From an optimization exercise on the open Yosys and OpenROAD flow, aimed at small area, a short achievable clock period and few clock cycles per item; shortcuts taken in it are not production practice.
Function was checked by simulation only, so behaviour that the tests miss may differ from the original.

==> flow/design.v <==
module decconv_pow10_rom (
  input  wire [5:0]   idx,
  output reg  [127:0] pow
);
  always @(*) begin
    case (idx)
      6'd0: pow = 128'h00000000000000000000000000000001;
      6'd1: pow = 128'h0000000000000000000000000000000a;
      6'd2: pow = 128'h00000000000000000000000000000064;
      6'd3: pow = 128'h000000000000000000000000000003e8;
      6'd4: pow = 128'h00000000000000000000000000002710;
      6'd5: pow = 128'h000000000000000000000000000186a0;
      6'd6: pow = 128'h000000000000000000000000000f4240;
      6'd7: pow = 128'h00000000000000000000000000989680;
      6'd8: pow = 128'h00000000000000000000000005f5e100;
      6'd9: pow = 128'h0000000000000000000000003b9aca00;
      6'd10: pow = 128'h000000000000000000000002540be400;
      6'd11: pow = 128'h0000000000000000000000174876e800;
      6'd12: pow = 128'h0000000000000000000000e8d4a51000;
      6'd13: pow = 128'h0000000000000000000009184e72a000;
      6'd14: pow = 128'h000000000000000000005af3107a4000;
      6'd15: pow = 128'h000000000000000000038d7ea4c68000;
      6'd16: pow = 128'h0000000000000000002386f26fc10000;
      6'd17: pow = 128'h0000000000000000016345785d8a0000;
      6'd18: pow = 128'h00000000000000000de0b6b3a7640000;
      6'd19: pow = 128'h00000000000000008ac7230489e80000;
      6'd20: pow = 128'h00000000000000056bc75e2d63100000;
      6'd21: pow = 128'h000000000000003635c9adc5dea00000;
      6'd22: pow = 128'h000000000000021e19e0c9bab2400000;
      6'd23: pow = 128'h000000000000152d02c7e14af6800000;
      6'd24: pow = 128'h000000000000d3c21bcecceda1000000;
      6'd25: pow = 128'h0000000000084595161401484a000000;
      6'd26: pow = 128'h000000000052b7d2dcc80cd2e4000000;
      6'd27: pow = 128'h00000000033b2e3c9fd0803ce8000000;
      6'd28: pow = 128'h00000000204fce5e3e25026110000000;
      6'd29: pow = 128'h00000001431e0fae6d7217caa0000000;
      6'd30: pow = 128'h0000000c9f2c9cd04674edea40000000;
      6'd31: pow = 128'h0000007e37be2022c0914b2680000000;
      6'd32: pow = 128'h000004ee2d6d415b85acef8100000000;
      6'd33: pow = 128'h0000314dc6448d9338c15b0a00000000;
      6'd34: pow = 128'h0001ed09bead87c0378d8e6400000000;
      6'd35: pow = 128'h0013426172c74d822b878fe800000000;
      6'd36: pow = 128'h00c097ce7bc90715b34b9f1000000000;
      6'd37: pow = 128'h0785ee10d5da46d900f436a000000000;
      6'd38: pow = 128'h4b3b4ca85a86c47a098a224000000000;
      default: pow = 128'd0;
    endcase
  end
endmodule
module decconv_enc (
  input  wire         clk,
  input  wire         rst_n,
  input  wire         start,
  input  wire         w128,
  input  wire [5:0]   scale,
  input  wire [127:0] a,
  output wire         busy,
  output reg          done,
  output reg          fault,
  output reg  [5:0]   len,
  output wire [327:0] text
);
  localparam integer K   = 8;                  
  localparam integer NW  = (128 + K - 1) / K;  
  localparam integer NB  = NW * K;             
  localparam integer W32 = (32 + K - 1) / K;   
  localparam integer PW  = (NW > 16) ? 5 : 4;  
  localparam [1:0] ST_IDLE  = 2'd0,
                   ST_FETCH = 2'd1,
                   ST_DAB   = 2'd2,
                   ST_FIN   = 2'd3;
  reg [1:0]    state;
  reg [127:0]  b;         
  reg          w_r;
  reg          neg;
  reg [5:0]    s_r;
  reg [PW-1:0] p;         
  reg          lastw;     
  reg [K-1:0]  w;         
  reg [5:0]    c;         
  reg          uflag;     
  reg [5:0]    ds;        
  reg [163:0]  r;         
  reg          busy_r;    
  assign busy = busy_r;
  wire neg_in = w128 ? a[127] : a[31];
  reg [NB-1:0] ax;
  reg [NW-1:0] need;
  reg [PW-1:0] p0;
  integer q1, i1;
  always @(*) begin
    for (i1 = 0; i1 < NB; i1 = i1 + 1) begin
      if (i1 >= 128)
        ax[i1] = neg_in;
      else if (i1 >= 32 && i1 < W32 * K)
        ax[i1] = w128 ? a[i1] : a[31];
      else
        ax[i1] = a[i1];
    end
    for (q1 = 0; q1 < NW; q1 = q1 + 1) begin
      if (q1 == 0)
        need[q1] = neg_in ? ~&ax[K-1:0] : |ax[K-1:0];
      else
        need[q1] = neg_in ? ~&ax[K*q1+K-1 -: K+1] : |ax[K*q1 +: K];
      if (q1 >= W32)
        need[q1] = need[q1] & w128;
    end
    p0 = {PW{1'b0}};
    for (q1 = 1; q1 < NW; q1 = q1 + 1)
      if (need[q1]) p0 = q1[PW-1:0];
  end
  wire bad_s = (scale > (w128 ? 6'd38 : 6'd9));
  reg [NB-1:0] bx;
  reg [NW-1:0] wnz;
  reg          lo;
  reg [K-1:0]  rw;
  reg          bb;
  reg [K-1:0]  mw;
  reg          run;
  integer j2, i2, q2, j3, i4;
  always @(*) begin
    for (i2 = 0; i2 < NB; i2 = i2 + 1) begin
      if (i2 >= 128)
        bx[i2] = neg;
      else if (i2 >= 32 && i2 < W32 * K)
        bx[i2] = w_r ? b[i2] : b[31];
      else
        bx[i2] = b[i2];
    end
    for (q2 = 0; q2 < NW; q2 = q2 + 1)
      wnz[q2] = |bx[K*q2 +: K];
    lo = 1'b0;
    for (q2 = 0; q2 < NW; q2 = q2 + 1)
      if (q2 < p) lo = lo | wnz[q2];
    rw = bx[K*p +: K];
    bb = (p == {PW{1'b0}}) ? 1'b1 : bx[K*p - 1];
    run = lo;
    for (j2 = 0; j2 < K; j2 = j2 + 1) begin
      mw[j2] = rw[j2] ^ (neg & run);
      run   = run | rw[j2];
    end
  end
  localparam integer NT = ((K + 1) * 30103) / 100000 + 1;   
  function integer nd_f(input integer l);
    begin
      nd_f = (l * 30103) / 100000 + 1;
    end
  endfunction
  reg [K:0]  hx;
  reg [4:0]  hp;
  always @(*) begin
    hx = neg ? ~{rw, bb} : {rw, 1'b0};
    hp = 5'd0;
    for (j3 = 0; j3 <= K; j3 = j3 + 1)
      if (hx[j3]) hp = j3[4:0];
  end
  function integer th_f(input integer pw, input integer idx);
    integer n, m, xv;
    begin
      n = 0;
      for (xv = 1; xv <= K + 1; xv = xv + 1)
        if (nd_f(pw * K + xv) != nd_f(pw * K + xv - 1)) n = n + 1;
      th_f = 0;
      m = NT - n;
      for (xv = 1; xv <= K + 1; xv = xv + 1)
        if (nd_f(pw * K + xv) != nd_f(pw * K + xv - 1)) begin
          if (m == idx) th_f = xv;
          m = m + 1;
        end
    end
  endfunction
  reg [4:0]  th  [0:NT-1];
  reg [5:0]  ckc [0:NT];
  integer    pp, ng;
  always @(*) begin
    for (i4 = 0; i4 < NT; i4 = i4 + 1) th[i4] = 5'd0;
    for (i4 = 0; i4 <= NT; i4 = i4 + 1) ckc[i4] = 6'd0;
    for (pp = 0; pp < NW; pp = pp + 1)
      for (ng = 0; ng < 2; ng = ng + 1)
        if (p == pp && neg == ng) begin
          for (i4 = 0; i4 < NT; i4 = i4 + 1)
            th[i4] = (th_f(pp, i4) == 0) ? 0 : th_f(pp, i4) - ng;
          for (i4 = 0; i4 <= NT; i4 = i4 + 1)
            ckc[i4] = 40 - nd_f(pp * K + K + 1) + i4;
        end
  end
  wire [5:0] ys1 = 6'd39 - s_r;
  reg  [5:0] cand [0:NT];
  reg  [39:0] ohc [0:NT];
  reg  [NT:0] ltk;
  reg  [NT:0] sel;
  reg  [39:0] inj_new;
  reg  [5:0] c_new;
  reg        nd_gt;
  integer    kk, ks;
  always @(*) begin
    for (kk = 0; kk <= NT; kk = kk + 1) begin
      ltk[kk]  = (ckc[kk] < ys1);
      cand[kk] = (ltk[kk] ? ckc[kk] : ys1) - {5'd0, neg};
      for (ks = 0; ks < 40; ks = ks + 1)
        ohc[kk][ks] = (cand[kk] == ks);
      sel[kk]  = (kk == NT || hp >= th[NT-1-kk]) && (kk == 0 || hp < th[NT-kk]);
    end
    inj_new = 40'd0;
    c_new   = 6'd0;
    nd_gt   = 1'b0;
    for (kk = 0; kk <= NT; kk = kk + 1)
      if (sel[kk]) begin
        inj_new = inj_new | ohc[kk];
        c_new   = c_new | cand[kk];
        nd_gt   = nd_gt | ltk[kk];
      end
  end
  function [3:0] stp(input [3:0] s, input cin);
    reg h, q, y1, y0;
    begin
      {h, q, y1, y0} = s;
      stp[3] = (q & y1 & cin) | (~h & q & y1) | (~h & y1 & cin) | (h & ~y1 & ~y0) | (~h & y0);
      stp[2] = cin;
      stp[1] = h ^ q;
      stp[0] = y1 & ~(h ^ q);
    end
  endfunction
  localparam [3:0] C_MINUS = 4'b0111,
                   C_DOT   = 4'b0011;
  function [4:0] chr(input [3:0] s);
    reg h, q, y1, y0;
    begin
      {h, q, y1, y0} = s;
      chr[4] = ~(y1 & y0);
      chr[3] = (y1 & y0) | (h & ~y1 & ~y0);
      chr[2] = (h & y1) | y0;
      chr[1] = (~q & y1) | (y1 & ~y0);
      chr[0] = q;
    end
  endfunction
  reg [39:0]  inj;       
  reg [159:0] x;
  reg [159:0] xn;
  reg         cy;
  integer t, k;
  always @(*) begin
    x = r[159:0];
    for (t = 0; t < K; t = t + 1) begin
      cy = 1'b0;
      for (k = 0; k < 40; k = k + 1) begin
        xn[4*k +: 4] = stp(x[4*k +: 4], cy | (inj[k] & w[K-1-t]));
        cy = x[4*k+3];
      end
      x = xn;
    end
  end
  wire u = uflag & (neg ? (r[155:152] == 4'd0) : (r[159:156] == 4'd0));
  reg [40:0]  gt;       
  reg [40:0]  f;
  reg [40:0]  pf;
  reg [40:0]  vfin;
  reg [5:0]   e;
  reg [163:0] rf;
  reg [3:0]   src0, src1, src2;
  integer s, d;
  always @(*) begin
    for (s = 0; s < 41; s = s + 1)
      gt[s] = (s > ds);
    for (s = 0; s < 41; s = s + 1)
      f[s] = ((s < 40) && (r[4*s +: 4] != 4'd0) && !gt[s] && (s != ds)) || (s == ds + 1);
    e = 6'd40;
    for (s = 40; s >= 0; s = s - 1)
      if (f[s]) e = s[5:0];
    pf = f;
    for (d = 1; d < 41; d = d * 2)
      pf = pf | (pf << d);
    vfin = u ? (pf << 1) : pf;
    for (s = 0; s < 41; s = s + 1) begin
      src0 = (s < 40) ? r[4*s +: 4] : 4'd0;
      src1 = (s >= 1) ? r[4*(s-1) +: 4] : 4'd0;
      src2 = (s >= 2) ? r[4*(s-2) +: 4] : 4'd0;
      if (s == 40 && neg)
        rf[4*s +: 4] = C_MINUS;
      else if (!u) begin
        if (gt[s])          rf[4*s +: 4] = src1;
        else if (s == ds)   rf[4*s +: 4] = C_DOT;
        else                rf[4*s +: 4] = src0;
      end else begin
        if ((s >= 1) && gt[s-1])  rf[4*s +: 4] = src2;
        else if (gt[s])           rf[4*s +: 4] = C_DOT;
        else                      rf[4*s +: 4] = src1;
      end
    end
  end
  wire [5:0] len_fin = 6'd41 - {5'd0, u} - e;
  reg  [40:0] vm;       
  always @(posedge clk) begin
    if (!rst_n) begin
      state  <= ST_IDLE;
      busy_r <= 1'b0;
      done   <= 1'b0;
    end else begin
      done <= 1'b0;
      case (state)
        ST_IDLE: begin
          if (start) begin
            if (bad_s) begin
              fault <= 1'b1;
              len   <= 6'd0;
              vm    <= 41'd0;
              done  <= 1'b1;
            end else begin
              fault  <= 1'b0;
              state  <= ST_FETCH;
              busy_r <= 1'b1;
            end
          end
        end
        ST_FETCH: state <= ST_DAB;
        ST_DAB:   if (lastw) state <= ST_FIN;
        default: begin
          len   <= len_fin;
          vm    <= vfin;
          done   <= 1'b1;
          state  <= ST_IDLE;
          busy_r <= 1'b0;
        end
      endcase
    end
  end
  always @(posedge clk) begin
    case (state)
      ST_IDLE: begin
        b   <= a;
        w_r <= w128;
        neg <= neg_in;
        s_r <= scale;
        p   <= p0;
      end
      ST_FETCH: begin
        w     <= mw;
        lastw <= (p == {PW{1'b0}});
        p     <= p - 1'b1;
        inj   <= inj_new;
        c     <= c_new;
        uflag <= nd_gt;
        r     <= 164'd0;
      end
      ST_DAB: begin
        w     <= mw;
        lastw <= (p == {PW{1'b0}});
        p     <= p - 1'b1;
        ds    <= c + s_r;
        r[159:0] <= x;
      end
      default: begin
        r <= rf;
      end
    endcase
  end
  genvar gi;
  generate
    for (gi = 0; gi < 41; gi = gi + 1) begin : g_txt
      wire [4:0] ch = chr(r[4*(40-gi) +: 4]);
      assign text[8*gi +: 8] = vm[40-gi] ? {2'b00, 1'b1, ch} : 8'h00;
    end
  endgenerate
endmodule
clock: 10.0 ns
lec_check: 0
abc_area: 1
cap_margin: 20
core_margin: 2
core_utilization: 40
setup_slack_margin: 4.7
slew_margin: 50
synth_memory_max_bits: 16384
run.sh (not shown) runs the stock make flow with config.mk's settings and CLKGATE_MAP_FILE= SYNTH_SCRIPT=/design/flow/synth_recipe.tcl, a recipe that flattens the netlist after the stock synthesis.
The starting point went through all stages and came out clean.
Testbench counts at the start, summed over its fixed seeds: cycles 9,750, items 960.
==> next run, changes <==
--- a/flow/design.v
+++ b/flow/design.v
@@ -80,10 +80,9 @@
   reg [5:0]    c;         
   reg          uflag;     
   reg [5:0]    ds;        
   reg [163:0]  r;         
-  reg          busy_r;    
-  assign busy = busy_r;
+  assign busy = (state != ST_IDLE);
   wire neg_in = w128 ? a[127] : a[31];
   reg [NB-1:0] ax;
   reg [NW-1:0] need;
   reg [PW-1:0] p0;
@@ -252,26 +251,20 @@
   end
   wire u = uflag & (neg ? (r[155:152] == 4'd0) : (r[159:156] == 4'd0));
   reg [40:0]  gt;       
   reg [40:0]  f;
-  reg [40:0]  pf;
-  reg [40:0]  vfin;
   reg [5:0]   e;
   reg [163:0] rf;
   reg [3:0]   src0, src1, src2;
-  integer s, d;
+  integer s;
   always @(*) begin
     for (s = 0; s < 41; s = s + 1)
       gt[s] = (s > ds);
     for (s = 0; s < 41; s = s + 1)
       f[s] = ((s < 40) && (r[4*s +: 4] != 4'd0) && !gt[s] && (s != ds)) || (s == ds + 1);
     e = 6'd40;
     for (s = 40; s >= 0; s = s - 1)
       if (f[s]) e = s[5:0];
-    pf = f;
-    for (d = 1; d < 41; d = d * 2)
-      pf = pf | (pf << d);
-    vfin = u ? (pf << 1) : pf;
     for (s = 0; s < 41; s = s + 1) begin
       src0 = (s < 40) ? r[4*s +: 4] : 4'd0;
       src1 = (s >= 1) ? r[4*(s-1) +: 4] : 4'd0;
       src2 = (s >= 2) ? r[4*(s-2) +: 4] : 4'd0;
@@ -288,39 +281,33 @@
       end
     end
   end
   wire [5:0] len_fin = 6'd41 - {5'd0, u} - e;
-  reg  [40:0] vm;       
   always @(posedge clk) begin
     if (!rst_n) begin
-      state  <= ST_IDLE;
-      busy_r <= 1'b0;
-      done   <= 1'b0;
+      state <= ST_IDLE;
+      done  <= 1'b0;
     end else begin
       done <= 1'b0;
       case (state)
         ST_IDLE: begin
           if (start) begin
             if (bad_s) begin
               fault <= 1'b1;
               len   <= 6'd0;
-              vm    <= 41'd0;
               done  <= 1'b1;
             end else begin
-              fault  <= 1'b0;
-              state  <= ST_FETCH;
-              busy_r <= 1'b1;
+              fault <= 1'b0;
+              state <= ST_FETCH;
             end
           end
         end
         ST_FETCH: state <= ST_DAB;
         ST_DAB:   if (lastw) state <= ST_FIN;
         default: begin
           len   <= len_fin;
-          vm    <= vfin;
-          done   <= 1'b1;
-          state  <= ST_IDLE;
-          busy_r <= 1'b0;
+          done  <= 1'b1;
+          state <= ST_IDLE;
         end
       endcase
     end
   end
@@ -353,12 +340,24 @@
         r <= rf;
       end
     endcase
   end
+  reg [5:0] gth, eqh;
+  reg [7:0] gtl;
+  integer hh;
+  always @(*) begin
+    for (hh = 0; hh < 6; hh = hh + 1) begin
+      gth[hh] = (len[5:3] > hh);
+      eqh[hh] = (len[5:3] == hh);
+    end
+    for (hh = 0; hh < 8; hh = hh + 1)
+      gtl[hh] = (len[2:0] > hh);
+  end
   genvar gi;
   generate
     for (gi = 0; gi < 41; gi = gi + 1) begin : g_txt
       wire [4:0] ch = chr(r[4*(40-gi) +: 4]);
-      assign text[8*gi +: 8] = vm[40-gi] ? {2'b00, 1'b1, ch} : 8'h00;
+      wire       v  = gth[gi / 8] | (eqh[gi / 8] & gtl[gi % 8]);
+      assign text[8*gi +: 8] = v ? {2'b00, 1'b1, ch} : 8'h00;
     end
   endgenerate
 endmodule
Die area decreases by about 3%. Final cell count decreases by about 3%. Wire length grows by 5.0%. First-iteration DRC count increases by about 0.9%.
Testbench counts after the change, summed over its fixed seeds: cycles 9,750, items 960.

==> afterwards: timing with drivers on the ports <==
In the flow no input, the clock included, has a driving cell. The finished layouts below were timed again as built, in two steps.
Step 1: set_driving_cell puts a clkbuf_16 on clk and a buf_2 on each other input, an assumption about the parent block.
Step 2 adds t to the input delays and takes it off the output delays; t is the mean of the earliest and latest rising clock arrival at the registers after step 1. Input paths then give back, and output paths get back, about the clock's delay inside the block.
Three values: no drivers, after step 1, after step 2; two values: the first two.
run	t (ns)	slack for setup (ns)	worst setup path at the end	clock arrival spread, ns	slew at the worst register clock pin (ns)
the first run	0.704	4.823 / 4.823 / 4.501	input to register	0.037 / 0.037	0.07 / 0.07
the second run	0.738	4.615 / 4.539 / 4.470	input to register	0.043 / 0.043	0.07 / 0.07
After both steps setup and hold are still met in every run listed. For the first run, which loses most, drivers alone change the setup slack by 0.000 ns; drivers and shift together by -0.322 ns.
